From an optimization exercise on the open Yosys and OpenROAD flow, aimed at small area, a short achievable clock period and few clock cycles per item; shortcuts taken in it are not production practice. RTL that was checked went through simulation tests only; none was proved equivalent to the original.

==> 05-24: inputs <==
## takum_unit
module takum_unit (
    input  wire        clk,
    input  wire        rst,
    input  wire        req_valid,
    output wire        req_ready,
    input  wire [3:0]  op,
    input  wire [15:0] a,
    input  wire [15:0] b,
    input  wire [31:0] k,
    input  wire        f_s,
    input  wire        f_d,
    input  wire [2:0]  f_r,
    input  wire [6:0]  f_c,
    input  wire [10:0] f_m,
    input  wire        l_sign,
    input  wire [20:0] l_in,
    output reg         resp_valid,
    output wire [15:0] y,
    output wire [1:0]  cls,
    output wire        g_s,
    output wire        g_d,
    output wire [2:0]  g_r,
    output wire [2:0]  g_rv,
    output wire [5:0]  g_p,
    output wire [6:0]  g_c,
    output wire [10:0] g_m,
    output wire        l_sign_out,
    output wire [20:0] l_out
);
export LEC_CHECK = 0
export ABC_AREA = 1
export CAP_MARGIN = 20
export CORE_MARGIN = 2
export CORE_UTILIZATION = 65
export CTS_CLUSTER_DIAMETER = 80
export CTS_CLUSTER_SIZE = 25
export SLEW_MARGIN = 20
create_clock -name core_clock -period 90.0 [get_ports {clk}]
standard.sh (not shown) runs the stock make flow with config.mk's settings and CLKGATE_MAP_FILE= SYNTH_SCRIPT=/design/flow/synth_recipe.tcl, a recipe that flattens the netlist after the stock synthesis.
==> flow/flow/run.sh <==
#!/bin/bash
set -euo pipefail
export BUFFER_PORTS_ARGS="-buffer_cell sky130_fd_sc_hd__buf_1"
export SETUP_SLACK_MARGIN=71
bash standard.sh finish > standard.log 2>&1
==> 04-03 (differences from 05-24) <==
--- a/flow/design.v
+++ b/flow/design.v
@@ -22,17 +22,17 @@
     output wire [2:0]  g_r,
     output wire [2:0]  g_rv,
     output wire [5:0]  g_p,
     output wire [6:0]  g_c,
     output wire [10:0] g_m,
     output wire        l_sign_out,
     output wire [20:0] l_out
 );
-    localparam [19:0] CUT = 20'b0100_0000_1000_0000_1000;
+    localparam [19:0] CUT = 20'b0000_0001_0000_0100_0000;
     localparam [3:0] OP_FDEC  = 4'b0000;
     localparam [3:0] OP_FENC  = 4'b0001;
     localparam [3:0] OP_TOL   = 4'b0010;
     localparam [3:0] OP_FROML = 4'b0011;
     localparam [3:0] OP_MUL   = 4'b1000;
     localparam [3:0] OP_DIV   = 4'b1001;
     localparam [3:0] OP_INV   = 4'b1010;
     localparam [3:0] OP_IPOW  = 4'b1011;
@@ -155,16 +155,17 @@
     wire [19:0] ksat = kbig ? 20'hFFFFF : kn[19:0];
     reg         povf;
     integer     i;
     always @(*) begin
         povf = 1'b0;
         for (i = 0; i < 20; i = i + 1)
             povf = povf | (ksat[i] & (|(am >> (19 - i))));
     end
+    wire [19:0] kdiv = (k31 | ~kz) ? 20'hFFFFF : klo;
     wire [2:0]  enc_r = fd0 ? fr0 : ~fr0;
     wire [3:0]  enc_p = 4'd11 - {1'b0, enc_r};
     wire [6:0]  enc_c = fc0 & ~(7'h7F << enc_r);
     wire [10:0] enc_m = fm0 & ~(11'h7FF << enc_p);
     wire [15:0] enc_w = {fs0, fd0, fr0, ({4'd0, enc_c} << enc_p) | enc_m};
     wire [1:0]  a_cls = a_nar ? 2'd2 : a_zero ? 2'd1 : 2'd0;
     localparam [19:0] ONE20 = 20'd1;
     localparam [19:0] NEG20 = 20'hFFFFF;
@@ -190,18 +191,18 @@
             end
             OP_FENC: begin
                 p_kind = K_FENC;
                 p_sr   = {4'd0, enc_w};
             end
             OP_TOL: begin            
                 p_kind = K_TOL;
                 p_mul  = 1'b1;
-                p_y    = an ? NEG20 : ONE20;
-                p_sr   = am;
+                p_y    = am;
+                p_sr   = an ? NEG20 : ONE20;
                 p_sp   = a_cls;
                 p_s    = sa;
             end
             OP_FROML: begin          
                 p_mul  = 1'b1;
                 p_y    = lin0[19:0];
                 p_sr   = lin0[20] ? NEG20 : ONE20;
                 p_s    = ls0;
@@ -215,38 +216,39 @@
                 p_s    = sa ^ sb;
                 p_n    = an ^ mneg;
                 p_ovf  = movf;
                 p_sp   = (a_nar | b_nar | (op0[0] & b_zero)) ? SP_NAR :
                          (a_zero | (~op0[0] & b_zero))       ? SP_ZERO : SP_NONE;
             end
             OP_INV: begin
                 p_mul  = 1'b1;
-                p_sr   = am;
+                p_y    = am;
+                p_sr   = ONE20;
                 p_s    = sa;
                 p_n    = ~an;
                 p_sp   = (a_nar | a_zero) ? SP_NAR : SP_NONE;
             end
             OP_IPOW: begin           
                 p_mul  = 1'b1;
-                p_y    = ksat;
-                p_sr   = am;
+                p_y    = am;
+                p_sr   = ksat;
                 p_s    = sa & klo[0];
                 p_n    = an ^ k31;
                 p_ovf  = povf & (am != 20'd0);
                 p_sp   = a_nar ? SP_NAR : a_zero ? (k_pos ? SP_ZERO : SP_NAR) : SP_NONE;
             end
             OP_SQRT: begin
                 p_sr   = am;
                 p_n    = an;
                 p_sp   = (a_nar | a_neg) ? SP_NAR : a_zero ? SP_ZERO : SP_NONE;
             end
             OP_ROOT: begin
                 p_sr   = {am[18:0], 1'b0};
-                p_y    = ksat;
+                p_y    = kdiv;
                 p_s    = sa;
                 p_n    = an;
                 p_sp   = (a_nar | ~k_pos) ? SP_NAR : a_zero ? SP_ZERO :
                          (a_neg & ~klo[0]) ? SP_NAR : SP_NONE;
             end
             default: begin
                 p_sp   = SP_ZERO;
             end
==> flow/flow/run.sh (replaced) <==
#!/bin/bash
# The standard layout, with plain buffers (buf_1) on the ports instead of
# the delay cell buffer_ports picks by default.
set -euo pipefail
export BUFFER_PORTS_ARGS="-buffer_cell sky130_fd_sc_hd__buf_1"
bash standard.sh finish > standard.log 2>&1
CORE_UTILIZATION = 55   (was 65)
==> impl_metrics.yaml <==
setup_path:
  worstSetupEndpoint: "l_out[18]"
  path_class: "reg -> out"
synthesis:
  yosysSeqAreaShare_pct: 21.2
  synth-xor-area-share_pct: 13.1
status:
  status: "timing/DRC/antenna clean"
detailed_routing:
  routedLengthMet1_mm: 28.5
floorplan:
  die_y_um: 195
That was 05-24.
==> impl_metrics.yaml <==
synthesis:
  yosysSeqAreaShare_pct: 16.6
  synth-xor-area-share_pct: 13.5
setup_path:
  worstSetupEndpoint: "o[0]"
status:
  status: "timing/DRC/antenna clean"
That was 04-03.
Testbench counts of 05-24, summed over its fixed seeds: cycles 24,040, items 24,000.
No functional check of the RTL was part of 04-03.

==> run a <==
Another version of the RTL of takum_unit (not shown whole).
export LEC_CHECK = 0
export CAP_MARGIN = 20
export CORE_MARGIN = 2
export CORE_UTILIZATION = 60
export CTS_BUF_LIST = sky130_fd_sc_hd__clkbuf_4
export SLEW_MARGIN = 20
create_clock -name core_clock -period 90.0 [get_ports {clk}]
run.sh (not shown) runs the stock make flow with config.mk's settings and CLKGATE_MAP_FILE= SYNTH_SCRIPT=/design/flow/synth_recipe.tcl, a recipe that flattens the netlist after the stock synthesis.
Stock flow here: none of the scripts above is used.
==> run b (differences from run a) <==
--- a/flow/design.v
+++ b/flow/design.v
@@ -25,11 +25,11 @@
     output wire [6:0]  g_c,
     output wire [10:0] g_m,
     output wire        l_sign_out,
     output wire [20:0] l_out
 );
-    localparam [19:0] CUT = 20'b1010_1010_1001_0000_0100;
+    localparam [19:0] CUT = 20'b0100_0000_1000_0000_1000;
     localparam [3:0] OP_FDEC  = 4'b0000;
     localparam [3:0] OP_FENC  = 4'b0001;
     localparam [3:0] OP_TOL   = 4'b0010;
     localparam [3:0] OP_FROML = 4'b0011;
     localparam [3:0] OP_MUL   = 4'b1000;
@@ -77,21 +77,24 @@
     endfunction
     assign req_ready = 1'b1;
     reg        v0;
     reg [3:0]  op0;
     reg [15:0] a0;
-    reg [31:0] x0;
-    wire [31:0] xin = op[3] ? ((op[2] | op[1]) ? k : {16'd0, b})
-                            : (op[1] ? {10'd0, l_sign, l_in} : {9'd0, f_s, f_d, f_r, f_c, f_m});
+    reg [22:0] x0;
+    wire [22:0] xin = op[3] ? ((op[2] | op[1]) ? {k[31], ~|k[30:20], &k[30:20], k[19:0]} : {7'd0, b})
+                            : (op[1] ? {1'b0, l_sign, l_in} : {f_s, f_d, f_r, f_c, f_m});
     always @(posedge clk) begin
         v0   <= ~rst & req_valid;
         op0  <= op;
         a0   <= a;
         x0   <= xin;
     end
     wire [15:0] b0   = x0[15:0];
-    wire [31:0] k0   = x0;
+    wire        k31  = x0[22];       
+    wire        kz   = x0[21];       
+    wire        ko   = x0[20];       
+    wire [19:0] klo  = x0[19:0];
     wire        fs0  = x0[22];
     wire        fd0  = x0[21];
     wire [2:0]  fr0  = x0[20:18];
     wire [6:0]  fc0  = x0[17:11];
     wire [10:0] fm0  = x0[10:0];
@@ -120,29 +123,29 @@
     wire b_zero = (b0 == 16'h0000);
     wire b_nar  = (b0 == 16'h8000);
     wire a_neg  = a0[15] & ~a_nar;
     wire sa     = a0[15];
     wire sb     = b0[15];
-    wire k_zero = (k0 == 32'd0);
-    wire k_pos  = ~k0[31] & ~k_zero;
+    wire k_zero = ~k31 & kz & (klo == 20'd0);
+    wire k_pos  = ~k31 & ~k_zero;
     wire        msub = an ^ bn ^ op0[0];
     wire [21:0] mt   = add21({1'b0, am}, {1'b0, bm} ^ {21{msub}}, msub);
     wire        mneg = msub & mt[20];                    
     wire        movf = ~msub & (mt[19] | (&mt[18:11]));  
     wire        lovf = lin0[20] ? (~lin0[19] | ((lin0[18:12] == 7'd0) & (~lin0[11] | (lin0[10:0] == 11'd0))))
                                 : (lin0[19] | (&lin0[18:11]));
-    wire [21:0] kn   = inc21({1'b0, k0[19:0] ^ {20{k0[31]}}}, k0[31]);
-    wire        kbig = k0[31] ? ~((&k0[30:20]) & (k0[19:0] != 20'd0)) : (|k0[30:20]);
+    wire [21:0] kn   = inc21({1'b0, klo ^ {20{k31}}}, k31);
+    wire        kbig = k31 ? ~(ko & (klo != 20'd0)) : ~kz;
     wire [19:0] ksat = kbig ? 20'hFFFFF : kn[19:0];
     reg         povf;
     integer     i;
     always @(*) begin
         povf = 1'b0;
         for (i = 0; i < 20; i = i + 1)
             povf = povf | (ksat[i] & (|(am >> (19 - i))));
     end
-    wire [19:0] kdiv = (|k0[31:20]) ? 20'hFFFFF : k0[19:0];
+    wire [19:0] kdiv = (k31 | ~kz) ? 20'hFFFFF : klo;
     wire [2:0]  enc_r = fd0 ? fr0 : ~fr0;
     wire [3:0]  enc_p = 4'd11 - {1'b0, enc_r};
     wire [6:0]  enc_c = fc0 & ~(7'h7F << enc_r);
     wire [10:0] enc_m = fm0 & ~(11'h7FF << enc_p);
     wire [15:0] enc_w = {fs0, fd0, fr0, ({4'd0, enc_c} << enc_p) | enc_m};
@@ -209,12 +212,12 @@
             end
             OP_IPOW: begin           
                 p_mul  = 1'b1;
                 p_y    = am;
                 p_sr   = ksat;
-                p_s    = sa & k0[0];
-                p_n    = an ^ k0[31];
+                p_s    = sa & klo[0];
+                p_n    = an ^ k31;
                 p_ovf  = povf & (am != 20'd0);
                 p_sp   = a_nar ? SP_NAR : a_zero ? (k_pos ? SP_ZERO : SP_NAR) : SP_NONE;
             end
             OP_SQRT: begin
                 p_sr   = am;
@@ -225,11 +228,11 @@
                 p_sr   = {am[18:0], 1'b0};
                 p_y    = kdiv;
                 p_s    = sa;
                 p_n    = an;
                 p_sp   = (a_nar | ~k_pos) ? SP_NAR : a_zero ? SP_ZERO :
-                         (a_neg & ~k0[0]) ? SP_NAR : SP_NONE;
+                         (a_neg & ~klo[0]) ? SP_NAR : SP_NONE;
             end
             default: begin
                 p_sp   = SP_ZERO;
             end
         endcase
@@ -273,25 +276,25 @@
                 assign x = ~mulm & sr[19];
             end else begin : xn
                 assign x = {accin[t-1:0], ~mulm & sr[19]};
             end
             wire [t+1:0] cc;
-            wire [t:0]  sum;
+            wire [t:0]  hs;              
             assign cc[0] = ~mulm;
             for (j = 0; j <= t; j = j + 1) begin : fa
-                assign sum[j]  = x[j] ^ yy[j] ^ cc[j];
-                assign cc[j+1] = (x[j] & yy[j]) | (x[j] & cc[j]) | (yy[j] & cc[j]);
+                assign hs[j]   = yy[j] ^ cc[j];
+                assign cc[j+1] = (x[j] & yy[j]) | (cc[j] & (x[j] | yy[j]));
             end
             wire        zhi;
             if (t == 19) begin : zt
                 assign zhi = 1'b1;
             end else begin : zn
                 assign zhi = &yy[19:t+1];
             end
             wire        q    = cc[t+1] & zhi;
             wire        sel  = mulm ? sr[19] : q;
-            wire [t:0]  nacc = sel ? sum : x;
+            wire [t:0]  nacc = x ^ (hs & {(t+1){sel}});
             if (t == 19) begin : an19
                 assign acc_w[t+1] = nacc;
             end else begin : ann
                 assign acc_w[t+1] = {{(19-t){1'b0}}, nacc};
             end
==> flow/flow/run.sh (new file) <==
#!/bin/bash
# The standard layout, with plain buffers (buf_1) on the ports instead of
# the delay cell buffer_ports picks by default.
set -euo pipefail
export BUFFER_PORTS_ARGS="-buffer_cell sky130_fd_sc_hd__buf_1"
bash standard.sh finish > standard.log 2>&1
==> flow/standard.sh (new file) <==
#!/bin/bash
# synth_recipe.tcl (not shown) runs the flow's synth.tcl, then flattens the netlist and writes it again
# the make line also repeats each setting of config.mk as NAME=value (left out here)
make -C /OpenROAD-flow-scripts/flow DESIGN_CONFIG=/design/flow/config.mk WORK_HOME=/design/flow/orfs CLKGATE_MAP_FILE= SYNTH_SCRIPT=/design/flow/synth_recipe.tcl "${@:-finish}"
==> flow/config.mk (replaced) <==
export PLATFORM = sky130hd
export DESIGN_NAME = takum_unit
export DESIGN_NICKNAME = takum_unit
export VERILOG_FILES = /design/flow/design.v
export SDC_FILE = /design/flow/constraint.sdc
export NUM_CORES = 4
export LEC_CHECK = 0
export ABC_AREA = 1
export CAP_MARGIN = 20
export CORE_MARGIN = 2
export CORE_UTILIZATION = 55
export CTS_CLUSTER_DIAMETER = 80
export CTS_CLUSTER_SIZE = 25
export SLEW_MARGIN = 20
removed: flow/run.sh
==> notes <==
- Register-to-register slack: run a is better than run b (3.9 ns).
- Against run b, the non-clock buffer count of run a is higher by 14.
- Against run a, the critical path depth of run b is higher by 127.
- Of run b and run a, run a has the higher clock-buffer cell count (gap 151).
Testbench counts of run a, summed over its fixed seeds: cycles 24,072, items 24,000.
The RTL of run b was laid out without a check of its function.

## port drivers added, routing unchanged
In the flow no input, the clock included, has a driving cell. The finished layouts below were timed again as built, in two steps. Step 1 (the two cells are an assumption about what drives the block):
set clk [get_ports {clk}]
set_driving_cell -lib_cell sky130_fd_sc_hd__clkbuf_16 $clk
set_driving_cell -lib_cell sky130_fd_sc_hd__buf_2 [delete_from_list [all_inputs] $clk]
Step 2 times the ports against the registers' clock, not the clock port: input delays grow and output delays shrink by t, the midpoint of the rising clock arrivals with the driver on. a / b / c = ideal ports / drivers / drivers and shift; a / b = the first two.
run | shift t [ns] | setup slack, ns | worst hold slack (ns) | slew at the worst register clock pin (ns) | worst data-port slew with drivers (ns)
05-24 | 0.589 | 70.948 / 70.887 / 70.660 | 0.323 / 0.323 / 0.323 | 0.10 / 0.10 | 0.05
04-03 | 0.557 | 68.647 / 68.647 / 68.647 | 0.332 / 0.332 / 0.332 | 0.10 / 0.10 | 0.06
run a | 0.839 | 70.276 / 70.232 / 70.288 | 0.280 / 0.280 / 0.280 | 0.08 / 0.08 | 0.07
run b | 0.586 | 68.588 / 68.588 / 68.588 | 0.321 / 0.321 / 0.321 | 0.10 / 0.10 | 0.04
After both steps every run listed still meets setup and hold. For 05-24, which loses most, drivers alone change the setup slack by -0.061 ns; drivers and shift together by -0.288 ns.
